Background: an optimization exercise with open tools, aiming at small area. Do not read the settings as production practice. Only simulation tests tie the RTL to the original design; equivalence was not proved. No activity file was given, so power comes from the tool's default toggle rates.

[design/flow/design.v]
module fr_tone_rom (
    input  wire [6:0]  note,
    output reg  [10:0] freq
);
    always @(*) begin
        case (note)
            7'd0: freq = 11'd44;
            7'd1: freq = 11'd157;
            7'd2: freq = 11'd263;
            7'd3: freq = 11'd363;
            7'd4: freq = 11'd457;
            7'd5: freq = 11'd547;
            7'd6: freq = 11'd631;
            7'd7: freq = 11'd711;
            7'd8: freq = 11'd786;
            7'd9: freq = 11'd856;
            7'd10: freq = 11'd923;
            7'd11: freq = 11'd986;
            7'd12: freq = 11'd1046;
            7'd13: freq = 11'd1102;
            7'd14: freq = 11'd1155;
            7'd15: freq = 11'd1205;
            7'd16: freq = 11'd1253;
            7'd17: freq = 11'd1297;
            7'd18: freq = 11'd1339;
            7'd19: freq = 11'd1379;
            7'd20: freq = 11'd1417;
            7'd21: freq = 11'd1452;
            7'd22: freq = 11'd1486;
            7'd23: freq = 11'd1517;
            7'd24: freq = 11'd1547;
            7'd25: freq = 11'd1575;
            7'd26: freq = 11'd1602;
            7'd27: freq = 11'd1627;
            7'd28: freq = 11'd1650;
            7'd29: freq = 11'd1673;
            7'd30: freq = 11'd1694;
            7'd31: freq = 11'd1714;
            7'd32: freq = 11'd1732;
            7'd33: freq = 11'd1750;
            7'd34: freq = 11'd1767;
            7'd35: freq = 11'd1783;
            7'd36: freq = 11'd1798;
            7'd37: freq = 11'd1812;
            7'd38: freq = 11'd1825;
            7'd39: freq = 11'd1837;
            7'd40: freq = 11'd1849;
            7'd41: freq = 11'd1860;
            7'd42: freq = 11'd1871;
            7'd43: freq = 11'd1881;
            7'd44: freq = 11'd1890;
            7'd45: freq = 11'd1899;
            7'd46: freq = 11'd1907;
            7'd47: freq = 11'd1915;
            7'd48: freq = 11'd1923;
            7'd49: freq = 11'd1930;
            7'd50: freq = 11'd1936;
            7'd51: freq = 11'd1943;
            7'd52: freq = 11'd1949;
            7'd53: freq = 11'd1954;
            7'd54: freq = 11'd1959;
            7'd55: freq = 11'd1964;
            7'd56: freq = 11'd1969;
            7'd57: freq = 11'd1974;
            7'd58: freq = 11'd1978;
            7'd59: freq = 11'd1982;
            7'd60: freq = 11'd1985;
            7'd61: freq = 11'd1989;
            7'd62: freq = 11'd1992;
            7'd63: freq = 11'd1995;
            7'd64: freq = 11'd1998;
            7'd65: freq = 11'd2001;
            7'd66: freq = 11'd2004;
            7'd67: freq = 11'd2006;
            7'd68: freq = 11'd2009;
            7'd69: freq = 11'd2011;
            7'd70: freq = 11'd2013;
            7'd71: freq = 11'd2015;
            default: freq = 11'd0;
        endcase
    end
endmodule
module fr_noise_rom (
    input  wire [6:0] note,
    output reg  [7:0] ctrl
);
    always @(*) begin
        case (note)
            7'd0: ctrl = 8'hD7;
            7'd1: ctrl = 8'hD6;
            7'd2: ctrl = 8'hD5;
            7'd3: ctrl = 8'hD4;
            7'd4: ctrl = 8'hC7;
            7'd5: ctrl = 8'hC6;
            7'd6: ctrl = 8'hC5;
            7'd7: ctrl = 8'hC4;
            7'd8: ctrl = 8'hB7;
            7'd9: ctrl = 8'hB6;
            7'd10: ctrl = 8'hB5;
            7'd11: ctrl = 8'hB4;
            7'd12: ctrl = 8'hA7;
            7'd13: ctrl = 8'hA6;
            7'd14: ctrl = 8'hA5;
            7'd15: ctrl = 8'hA4;
            7'd16: ctrl = 8'h97;
            7'd17: ctrl = 8'h96;
            7'd18: ctrl = 8'h95;
            7'd19: ctrl = 8'h94;
            7'd20: ctrl = 8'h87;
            7'd21: ctrl = 8'h86;
            7'd22: ctrl = 8'h85;
            7'd23: ctrl = 8'h84;
            7'd24: ctrl = 8'h77;
            7'd25: ctrl = 8'h76;
            7'd26: ctrl = 8'h75;
            7'd27: ctrl = 8'h74;
            7'd28: ctrl = 8'h67;
            7'd29: ctrl = 8'h66;
            7'd30: ctrl = 8'h65;
            7'd31: ctrl = 8'h64;
            7'd32: ctrl = 8'h57;
            7'd33: ctrl = 8'h56;
            7'd34: ctrl = 8'h55;
            7'd35: ctrl = 8'h54;
            7'd36: ctrl = 8'h47;
            7'd37: ctrl = 8'h46;
            7'd38: ctrl = 8'h45;
            7'd39: ctrl = 8'h44;
            7'd40: ctrl = 8'h37;
            7'd41: ctrl = 8'h36;
            7'd42: ctrl = 8'h35;
            7'd43: ctrl = 8'h34;
            7'd44: ctrl = 8'h27;
            7'd45: ctrl = 8'h26;
            7'd46: ctrl = 8'h25;
            7'd47: ctrl = 8'h24;
            7'd48: ctrl = 8'h17;
            7'd49: ctrl = 8'h16;
            7'd50: ctrl = 8'h15;
            7'd51: ctrl = 8'h14;
            7'd52: ctrl = 8'h07;
            7'd53: ctrl = 8'h06;
            7'd54: ctrl = 8'h05;
            7'd55: ctrl = 8'h04;
            7'd56: ctrl = 8'h03;
            7'd57: ctrl = 8'h02;
            7'd58: ctrl = 8'h01;
            7'd59: ctrl = 8'h00;
            7'd60: ctrl = 8'h00;
            7'd61: ctrl = 8'h00;
            7'd62: ctrl = 8'h00;
            7'd63: ctrl = 8'h00;
            7'd64: ctrl = 8'h00;
            7'd65: ctrl = 8'h00;
            7'd66: ctrl = 8'h00;
            7'd67: ctrl = 8'h00;
            7'd68: ctrl = 8'h00;
            7'd69: ctrl = 8'h00;
            7'd70: ctrl = 8'h00;
            7'd71: ctrl = 8'h00;
            default: ctrl = 8'h00;
        endcase
    end
endmodule
module fr_channel #(
    parameter NOISE = 0
) (
    input  wire        clk,
    input  wire        rst,
    input  wire        sel,
    input  wire [11:0] we,
    input  wire [6:0]  b_note,
    input  wire        b_has,
    input  wire [10:0] b_cur,
    input  wire [1:0]  b_mode,
    input  wire [7:0]  b_speed,
    input  wire [7:0]  b_tune,
    input  wire [3:0]  b_ax,
    input  wire [3:0]  b_ay,
    input  wire [1:0]  b_aph,
    input  wire [3:0]  b_vsp,
    input  wire [3:0]  b_vex,
    input  wire [7:0]  b_vdl,
    input  wire [7:0]  b_vcnt,
    input  wire [3:0]  b_vtm,
    input  wire [1:0]  b_vph,
    input  wire [11:0] b_ip,
    output reg  [6:0]  note,
    output wire        has,
    output wire [10:0] cur,
    output wire [1:0]  mode,
    output wire [7:0]  speed,
    output wire [7:0]  tune,
    output reg  [3:0]  ax,
    output reg  [3:0]  ay,
    output reg  [1:0]  aph,
    output wire [3:0]  vsp,
    output wire [3:0]  vex,
    output wire [7:0]  vdl,
    output wire [7:0]  vcnt,
    output wire [3:0]  vtm,
    output wire [1:0]  vph,
    output wire [11:0] ip
);
    wire [11:0] en = {12{rst}} | ({12{sel}} & we);
    always @(posedge clk) begin
        if (en[0]) note <= b_note;
        if (en[4]) begin ax <= b_ax; ay <= b_ay; end
        if (en[5]) aph <= b_aph;
    end
    generate
        if (NOISE) begin : g_noise
            assign has = 1'b0;  assign cur = 11'd0; assign mode = 2'd0;
            assign speed = 8'd0; assign tune = 8'd0; assign vsp = 4'd0;
            assign vex = 4'd0;   assign vdl = 8'd0;  assign vcnt = 8'd0;
            assign vtm = 4'd0;   assign vph = 2'd0;  assign ip = 12'd0;
        end else begin : g_tone
            reg  has_r;
            reg  [10:0] cur_r;
            reg  [1:0]  mode_r;
            reg  [7:0]  speed_r;
            reg  [7:0]  tune_r;
            reg  [3:0]  vsp_r;
            reg  [3:0]  vex_r;
            reg  [7:0]  vdl_r;
            reg  [7:0]  vcnt_r;
            reg  [3:0]  vtm_r;
            reg  [1:0]  vph_r;
            reg  [11:0] ip_r;
            always @(posedge clk) begin
                if (en[0])  has_r <= b_has;
                if (en[1])  cur_r <= b_cur;
                if (en[2])  begin mode_r <= b_mode; speed_r <= b_speed; end
                if (en[3])  tune_r <= b_tune;
                if (en[6])  begin vsp_r <= b_vsp; vex_r <= b_vex; end
                if (en[7])  vdl_r <= b_vdl;
                if (en[8])  vcnt_r <= b_vcnt;
                if (en[9])  vtm_r <= b_vtm;
                if (en[10]) vph_r <= b_vph;
                if (en[11]) ip_r <= b_ip;
            end
            assign {has, cur, mode, speed, tune, vsp, vex, vdl, vcnt, vtm, vph, ip} = {has_r, cur_r, mode_r, speed_r, tune_r, vsp_r, vex_r, vdl_r, vcnt_r, vtm_r, vph_r, ip_r};
        end
    endgenerate
endmodule
module freqres4 (
    input  wire        clk,
    input  wire        rst,
    input  wire [2:0]  cmd_op,
    input  wire [1:0]  cmd_ch,
    input  wire [7:0]  cmd_arg0,
    input  wire [7:0]  cmd_arg1,
    input  wire [1:0]  cmd_flags,
    output reg         out_valid,
    output reg  [1:0]  out_ch,
    output reg  [10:0] out_freq
);
    localparam OP_NOTE   = 3'd1;
    localparam OP_EFFECT = 3'd2;
    localparam OP_USEINS = 3'd3;
    localparam OP_STEP   = 3'd4;
    localparam MODE_NONE  = 2'd0;
    localparam MODE_UP    = 2'd1;   
    localparam MODE_DOWN  = 2'd2;   
    localparam MODE_PORTA = 2'd3;   
    wire is_note = (cmd_op == OP_NOTE);
    wire is_eff  = (cmd_op == OP_EFFECT);
    wire is_ins  = (cmd_op == OP_USEINS);
    wire is_step = (cmd_op == OP_STEP);
    wire e08   = is_eff && (cmd_arg1 == 8'h08);
    wire e_sl  = is_eff && (cmd_arg1 == 8'h09 || cmd_arg1 == 8'h0A || cmd_arg1 == 8'h0B);
    wire e0C   = is_eff && (cmd_arg1 == 8'h0C);
    wire e0D   = is_eff && (cmd_arg1 == 8'h0D);
    wire e0E   = is_eff && (cmd_arg1 == 8'h0E);
    wire [11:0] we;
    wire [6:0]  b_note;
    wire        b_has;
    wire [10:0] b_cur;
    wire [1:0]  b_mode;
    wire [7:0]  b_speed, b_tune;
    wire [3:0]  b_ax, b_ay;
    wire [1:0]  b_aph;
    wire [3:0]  b_vsp, b_vex;
    wire [7:0]  b_vdl, b_vcnt;
    wire [3:0]  b_vtm;
    wire [1:0]  b_vph;
    wire [11:0] b_ip;
    wire [6:0]  q_note [0:3];
    wire        q_has  [0:3];
    wire [10:0] q_cur  [0:3];
    wire [1:0]  q_mode [0:3];
    wire [7:0]  q_speed[0:3];
    wire [7:0]  q_tune [0:3];
    wire [3:0]  q_ax   [0:3];
    wire [3:0]  q_ay   [0:3];
    wire [1:0]  q_aph  [0:3];
    wire [3:0]  q_vsp  [0:3];
    wire [3:0]  q_vex  [0:3];
    wire [7:0]  q_vdl  [0:3];
    wire [7:0]  q_vcnt [0:3];
    wire [3:0]  q_vtm  [0:3];
    wire [1:0]  q_vph  [0:3];
    wire [11:0] q_ip   [0:3];
    genvar c;
    generate
        for (c = 0; c < 4; c = c + 1) begin : g_ch
            fr_channel #(.NOISE(c == 3 ? 1 : 0)) u_ch (
                .clk(clk), .rst(rst), .sel(cmd_ch == c), .we(we),
                .b_note(b_note), .b_has(b_has), .b_cur(b_cur), .b_mode(b_mode),
                .b_speed(b_speed), .b_tune(b_tune), .b_ax(b_ax), .b_ay(b_ay),
                .b_aph(b_aph), .b_vsp(b_vsp), .b_vex(b_vex), .b_vdl(b_vdl),
                .b_vcnt(b_vcnt), .b_vtm(b_vtm), .b_vph(b_vph), .b_ip(b_ip),
                .note(q_note[c]), .has(q_has[c]), .cur(q_cur[c]), .mode(q_mode[c]),
                .speed(q_speed[c]), .tune(q_tune[c]), .ax(q_ax[c]), .ay(q_ay[c]),
                .aph(q_aph[c]), .vsp(q_vsp[c]), .vex(q_vex[c]), .vdl(q_vdl[c]),
                .vcnt(q_vcnt[c]), .vtm(q_vtm[c]), .vph(q_vph[c]), .ip(q_ip[c])
            );
        end
    endgenerate
    wire [1:0] tch = cmd_ch[1] ? 2'd2 : {1'b0, cmd_ch[0]};
    wire [6:0]  r_note  = q_note[cmd_ch];
    wire [3:0]  r_ax    = q_ax[cmd_ch];
    wire [3:0]  r_ay    = q_ay[cmd_ch];
    wire [1:0]  r_aph   = q_aph[cmd_ch];
    wire        r_has   = q_has[tch];
    wire [10:0] r_cur   = q_cur[tch];
    wire [1:0]  r_mode  = q_mode[tch];
    wire [7:0]  r_speed = q_speed[tch];
    wire [7:0]  r_tune  = q_tune[tch];
    wire [3:0]  r_vsp   = q_vsp[tch];
    wire [3:0]  r_vex   = q_vex[tch];
    wire [7:0]  r_vdl   = q_vdl[tch];
    wire [7:0]  r_vcnt  = q_vcnt[tch];
    wire [3:0]  r_vtm   = q_vtm[tch];
    wire [1:0]  r_vph   = q_vph[tch];
    wire [11:0] r_ip    = q_ip[tch];
    wire [6:0]  n2;
    wire [10:0] tone_a, tone_b;
    wire [7:0]  noise_b;
    fr_tone_rom  u_rom_a (.note(is_note ? cmd_arg0[6:0] : r_note), .freq(tone_a));
    fr_tone_rom  u_rom_b (.note(n2), .freq(tone_b));
    fr_noise_rom u_rom_n (.note(n2), .ctrl(noise_b));
    wire [10:0] target = r_has ? tone_a : 11'd0;
    wire signed [12:0] pitch_sum = {r_ip[11], r_ip} + {{5{cmd_arg1[7]}}, cmd_arg1};
    wire [11:0] pitch_clamped =
        (pitch_sum[12] != pitch_sum[11]) ? (pitch_sum[12] ? 12'h800 : 12'h7FF) : pitch_sum[11:0];
    wire [11:0] ip_new = cmd_flags[1] ? pitch_clamped : r_ip;
    wire [11:0] cur_plus  = {1'b0, r_cur} + {4'd0, r_speed};
    wire [11:0] cur_minus = {1'b0, r_cur} - {4'd0, r_speed};
    reg  [10:0] cur_new;
    always @(*) begin
        cur_new = r_cur;
        case (r_mode)
            MODE_PORTA: begin
                if (r_cur < target)
                    cur_new = (cur_plus > {1'b0, target}) ? target : cur_plus[10:0];
                else if (r_cur > target)
                    cur_new = (cur_minus[11] || cur_minus[10:0] < target) ? target : cur_minus[10:0];
            end
            MODE_UP:   cur_new = cur_plus[11] ? 11'd2047 : cur_plus[10:0];
            MODE_DOWN: cur_new = cur_minus[11] ? 11'd0 : cur_minus[10:0];
            default:   cur_new = r_cur;
        endcase
    end
    wire       arp_on = (r_ax != 4'd0) || (r_ay != 4'd0);
    wire [3:0] eff_off = (r_aph == 2'd1) ? r_ax : (r_aph == 2'd2) ? r_ay : 4'd0;
    wire [1:0] aph_next = (r_aph == 2'd2) ? 2'd0 : r_aph + 2'd1;
    wire [7:0] inst_arp = cmd_flags[0] ? cmd_arg0 : 8'd0;
    wire signed [9:0] note_sum = $signed({3'b000, r_note}) + $signed({6'b000000, eff_off})
                               + $signed({{2{inst_arp[7]}}, inst_arp});
    assign n2 = note_sum[9]          ? 7'd0  :
                (note_sum > 10'sd71) ? 7'd71 :
                                       note_sum[6:0];
    wire vib_on  = (r_vsp != 4'd0) && (r_vex != 4'd0);
    wire vcnt0   = (r_vcnt == 8'd0);
    wire vib_act = vib_on && vcnt0;
    wire signed [5:0] vib = !vib_act        ? 6'sd0 :
                            (r_vph == 2'd1) ? $signed({2'b00, r_vex}) :
                            (r_vph == 2'd3) ? -$signed({2'b00, r_vex}) : 6'sd0;
    wire [3:0] vtm_inc = r_vtm + 4'd1;
    wire vwrap = (vtm_inc == r_vsp);
    wire signed [14:0] f_sum = $signed({4'b0000, cur_new})
                             + $signed({4'b0000, tone_b})
                             - $signed({4'b0000, tone_a})
                             + $signed({{7{r_tune[7]}}, r_tune})
                             + $signed({{3{ip_new[11]}}, ip_new})
                             + $signed({{9{vib[5]}}, vib});
    wire [10:0] tone_out = f_sum[14]           ? 11'd0    :
                           (f_sum > 15'sd2047) ? 11'd2047 :
                                                 f_sum[10:0];
    wire porta_hold = (r_mode == MODE_PORTA) && cmd_flags[0];
    assign we[0]  = is_note;
    assign we[1]  = is_step || (is_note && !porta_hold);
    assign we[2]  = e_sl;
    assign we[3]  = e0E;
    assign we[4]  = e08;
    assign we[5]  = is_note || e08 || (is_step && arp_on);
    assign we[6]  = e0C;
    assign we[7]  = e0D;
    assign we[8]  = is_note || (is_step && vib_on && !vcnt0);
    assign we[9]  = is_note || e0C || (is_step && vib_act);
    assign we[10] = is_note || e0C || (is_step && vib_act && vwrap);
    assign we[11] = is_ins || (is_step && cmd_flags[1]);
    wire [7:0] a0 = rst ? 8'd0 : cmd_arg0;
    assign b_note  = a0[6:0];
    assign b_has   = !rst;
    assign b_cur   = rst ? 11'd0 : is_note ? tone_a : cur_new;
    assign b_mode  = (rst || cmd_arg0 == 8'd0) ? MODE_NONE : cmd_arg1[1:0];
    assign b_speed = a0;
    assign b_tune  = {!rst && !cmd_arg0[7], a0[6:0]};   
    assign b_ax    = a0[7:4];
    assign b_ay    = a0[3:0];
    assign b_aph   = (rst || !is_step) ? 2'd0 : aph_next;
    assign b_vsp   = a0[7:4];
    assign b_vex   = a0[3:0];
    assign b_vdl   = a0;
    assign b_vcnt  = rst ? 8'd0 : is_note ? r_vdl : r_vcnt - 8'd1;
    assign b_vtm   = (rst || !is_step || vwrap) ? 4'd0 : vtm_inc;
    assign b_vph   = (rst || !is_step) ? 2'd0 : r_vph + 2'd1;
    assign b_ip    = (rst || !is_step) ? 12'd0 : ip_new;
    always @(posedge clk) begin
        out_valid <= !rst && is_step;
        out_ch    <= cmd_ch;
        out_freq  <= (cmd_ch == 2'd3) ? {3'b000, noise_b} : tone_out;
    end
endmodule
[design/flow/run.sh]
#!/bin/bash
# synth_recipe.tcl (not shown) runs the flow's synth.tcl, then flattens the netlist and writes it again
# the make line also repeats each setting of config.mk as NAME=value (left out here)
make -C /OpenROAD-flow-scripts/flow DESIGN_CONFIG=/design/flow/config.mk WORK_HOME=/design/flow/orfs CLKGATE_MAP_FILE= SYNTH_SCRIPT=/design/flow/synth_recipe.tcl finish
[design/flow/constraint.sdc]
create_clock -name core_clock -period 15.0 [get_ports {clk}]
set_input_delay 3.0000 -clock core_clock [delete_from_list [all_inputs] [get_ports {clk}]]
set_output_delay 3.0000 -clock core_clock [all_outputs]
set_load 0.01 [all_outputs]
[design/flow/config.mk]
export PLATFORM = sky130hd
export DESIGN_NAME = freqres4
export DESIGN_NICKNAME = freqres4
export VERILOG_FILES = /design/flow/design.v
export SDC_FILE = /design/flow/constraint.sdc
export NUM_CORES = 4
export LEC_CHECK = 0
export ABC_AREA = 1
export CAP_MARGIN = 20
export CORE_MARGIN = 2
export CORE_UTILIZATION = 40
export SLEW_MARGIN = 20
==> impl_metrics.toml <==
[placed_design]
portBuffers = 38
place_congestion = 0.975
hpwl_um = 42200

[clock_network]
cts-hold-fix-buffers = 0
cts_resized = 0
cts_buffer_depth = 3
path_clk_slew_ps = 60
root_buffer = "clkbuf_16"
cts_tree = "yes"
cts_sinks = 298
cts-buffers-inserted = 29
htreeDepth = 1
clock_latency_ps = 580
cts_setup_buffers = 0

[critical_path]
slowest_delay_ps = 760
cp-endpoint = "out_freq[1]"
cp-start-kind = "input port"
r2r_slack_ps = 4710
cp.arrival_ps = 14070
worstSetupPathType = "in -> reg"
critical_path_required_ps = 15440
critPathMostFrequentCell = "nand2_1"
crit_slowest_cell = "clkdlybuf4s50_1"
r2r-start = "g_ch[3].u_ch.aph[1]"
r2r-end = "out_freq[1]"
critical_path.startpoint = "cmd_ch[1]"
rr_worst_depth = 64
path_max_fanout = 19
cp-end-kind = "flop"

[synthesis]
synth_edf_count = 284
ys_async_sr_fraction_pct = 0
synth.net_count = 2434
synth_area_sq_um = 19900
syn_area_per_cell_sq_um = 8.87
yosys_warnings = 5
ys_seq_area_share_pct = 44.2
synth-seq-cells = 298
netlist_instances = 2245
synth_top_flop_cell = "edfxtp_1"
synth.distinct_cells = 61

[pwr]
power_frac_seq_pct = 19.5
p_total_mw = 5.40
p_int_mw = 2.79
p_sw_share_pct = 48.4
p_switching_mw = 2.61
pwr-share-comb_pct = 67.3
p_per_area_nw_per_um2 = 245
clockPowerShare_pct = 13.1
peakVddDrop_v = 0.000411
p_leak_nw = 9.56

[global_routing]
track_usage_pct = 22.3
grt_first_pass_wirelength_um = 88700
grt_pass1_vias = 15600
use_met1_pct = 30.3
grt_overflow = 0
use_met2_pct = 37.3
grt.met3_usage_pct = 2.66
grt_max_degree = 62
busiest_layer = "met2"
antenna_found_initial = 0

[timing]
min_period_ps = 13630
setup_tns_ps = 0
setup_violations = 0
rsz0062_at_grt = "false"
max_freq_mhz = 73.3
max_slew_margin_pct = 31.1
tightest_slew_ps = 1030
fin_crit_sh_pct = 90.9
hold_violations = 0
maxSlewViolCount = 0
hold_ws_ps = 746
fin_skew_ps = 18.6

[detailed_routing]
routed_wl_um = 56900
first_iter_violations = 1380
postRouteAntennaNets = 0
via_per_inst = 5.38
drt_first_pass_iters = 5
num_vias = 16000
post_drt_wl_per_cell_um = 19.1
drcViolationCount = 0

[floorplan]
initial_core_util_pct = 40.6
io_pins = 39
core_area_sq_um = 49100
dieWidth_um = 227
rows = 81
dieArea_sq_um = 51600
fp.dieH_um = 227

[finish]
final_nets = 2478
drive_above_1_share_pct = 9.09
nFillCells = 4789
diodes = 0
mostFrequentLayoutCells = "508 x nand2_1, 284 x edfxtp_1, 249 x inv_1, 172 x nor2_1, 136 x nand3_1"
layout_commonest_cell = "nand2_1"
seqCellArea_sq_um = 8810
multi_input_area_sq_um = 9730
final_util_pct = 44.9
area_growth_pct = 10.6

[flow_run]
maxCapViolCount = 0

[hold_path]
hp-start = "g_ch[0].u_ch.aph[1]"
worstHoldPathType = "reg -> reg"

[status]
status = "finished clean"
[state kept, by name, summed over array words and instances (netlist names)]
register and count:
g_ch.u_ch.aph 8, g_ch.u_ch.ax 16, g_ch.u_ch.ay 16, g_ch.u_ch.g_tone.cur_r 33, g_ch.u_ch.g_tone.has_r 3, g_ch.u_ch.g_tone.ip_r 36, g_ch.u_ch.g_tone.mode_r 6, g_ch.u_ch.g_tone.speed_r 24
g_ch.u_ch.g_tone.tune_r 24, g_ch.u_ch.g_tone.vcnt_r 24, g_ch.u_ch.g_tone.vdl_r 24, g_ch.u_ch.g_tone.vex_r 12, g_ch.u_ch.g_tone.vph_r 6, g_ch.u_ch.g_tone.vsp_r 12, g_ch.u_ch.g_tone.vtm_r 12, g_ch.u_ch.note 28
out_ch 2, out_freq 11, out_valid 1
[worst min path at each step]
stage / depth (start not counted) / slack [ps] / endpoint
global placement: 3 / 720 / g_ch[2].u_ch.aph[0]
CTS: 3 / 730 / g_ch[3].u_ch.aph[0]
finish: 3 / 750 / g_ch[2].u_ch.aph[0]
global route: 3 / 780 / g_ch[2].u_ch.aph[0]
floorplan: 3 / 650 / g_ch[0].u_ch.aph[0]
detailed placement: 3 / 730 / g_ch[0].u_ch.aph[0]
[metal layers]
metal	up-vias	part of all wire, %
met5	-	0
met4	0	2.8
met3	83	5.3
met2	483	47
met1	7685	45
li1	7765	-
[power groups by stage]
stage	clock [mW]	combinational (mW)	sequential (mW)
4_1_cts	0.724	3.62	1.06
3_5_place_dp	0	3.60	1.07
2_1_floorplan	0	2.66	1.07
3_3_place_gp	0	3.60	1.07
5_1_grt	0.759	4.10	1.06
6_report	0.708	3.64	1.05
[kinds of logic after synthesis]
| family | count (synthesis) | share of synthesized area (%) |
|---|---|---|
| compound gates | 411 | 12.5 |
| flops | 298 | 44.2 |
| fa+ha+maj | 164 | 11.8 |
| xor+xnor | 64 | 2.81 |
| simple gates | 970 | 21.6 |
| buf+inv | 338 | 6.95 |
[per-stage QoR]
| stage | instance area [sq um] | worst slack (ps) | cells |
|---|---|---|---|
| finish | 22000 | 1370 | 2975 |
| global route | 22000 | 274 | 2975 |
| CTS | 22000 | 1500 | 2975 |
| detailed placement | 21100 | 913 | 2922 |
| global placement | 21100 | 1160 | 2922 |
| floorplan | 19900 | 2950 | 2245 |
[synthesized netlist by cell type, types with 8 or more instances]
master	instances	area (sq um)
o21bai_1	17	128
xnor2_1	20	175
nand3_2	8	80.1
clkbuf_1	28	105
o22ai_1	38	238
o22a_1	10	87.6
a21oi_1	124	621
ha_1	123	1540
inv_1	249	935
o21ai_0	116	581
o211ai_1	14	105
edfxtp_1	284	8530
buf_2	22	110
a31oi_1	11	68.8
nor2_1	174	653
nand2_2	22	138
nand4_1	35	219
nor3_1	15	75.1
xor2_1	44	385
inv_2	15	56.3
fa_1	41	821
o221a_2	17	191
o21a_1	11	82.6
o21ai_1	18	90.1
nand3_1	136	681
nand2_1	508	1910
or2_2	29	181
buf_1	8	30.0
dfxtp_1	14	280
buf_6	9	101
[final cells by class]
class | instances | share of cell area, %
tap | 664 | 3.77
clock inverter | 16 | 0.710
clock buffer | 37 | 3.48
sequential | 298 | 40.0
multi-input combinational | 1609 | 44.2
inverter | 266 | 4.54
timing repair buffer | 85 | 3.33
[worst max-delay path: cells and delay by family]
kind            cells  cell delay (ps)
simple gates       36             3650
compound gates     14             2720
fa+ha+maj           7             2670
buf+inv             8             1630
xor+xnor            2              390

==> static timing again, ports no longer ideal <==
How much do the figures lean on ideal ports? The routed layout below was timed once more, with nothing changed but the port constraints. Step 1 assumes that a clkbuf_16 drives the clock port and a buf_2 every other input. Step 2 adds t to the input delays and takes it off the output delays; t is the mean of the earliest and latest rising clock arrival at the registers after step 1. Input paths then give back, and output paths get back, about the clock's delay inside the block. Slacks: ideal / step 1 / step 2; pairs: ideal / step 1.
shift t [ns]: 0.621
slack for setup (ns): 1.366 / 1.393 / 0.771
worst data-port slew with drivers (ns): 0.04
After both steps this run still meets setup and hold. The setup slack of this run moves by +0.027 ns with the drivers and by -0.595 ns with both steps.
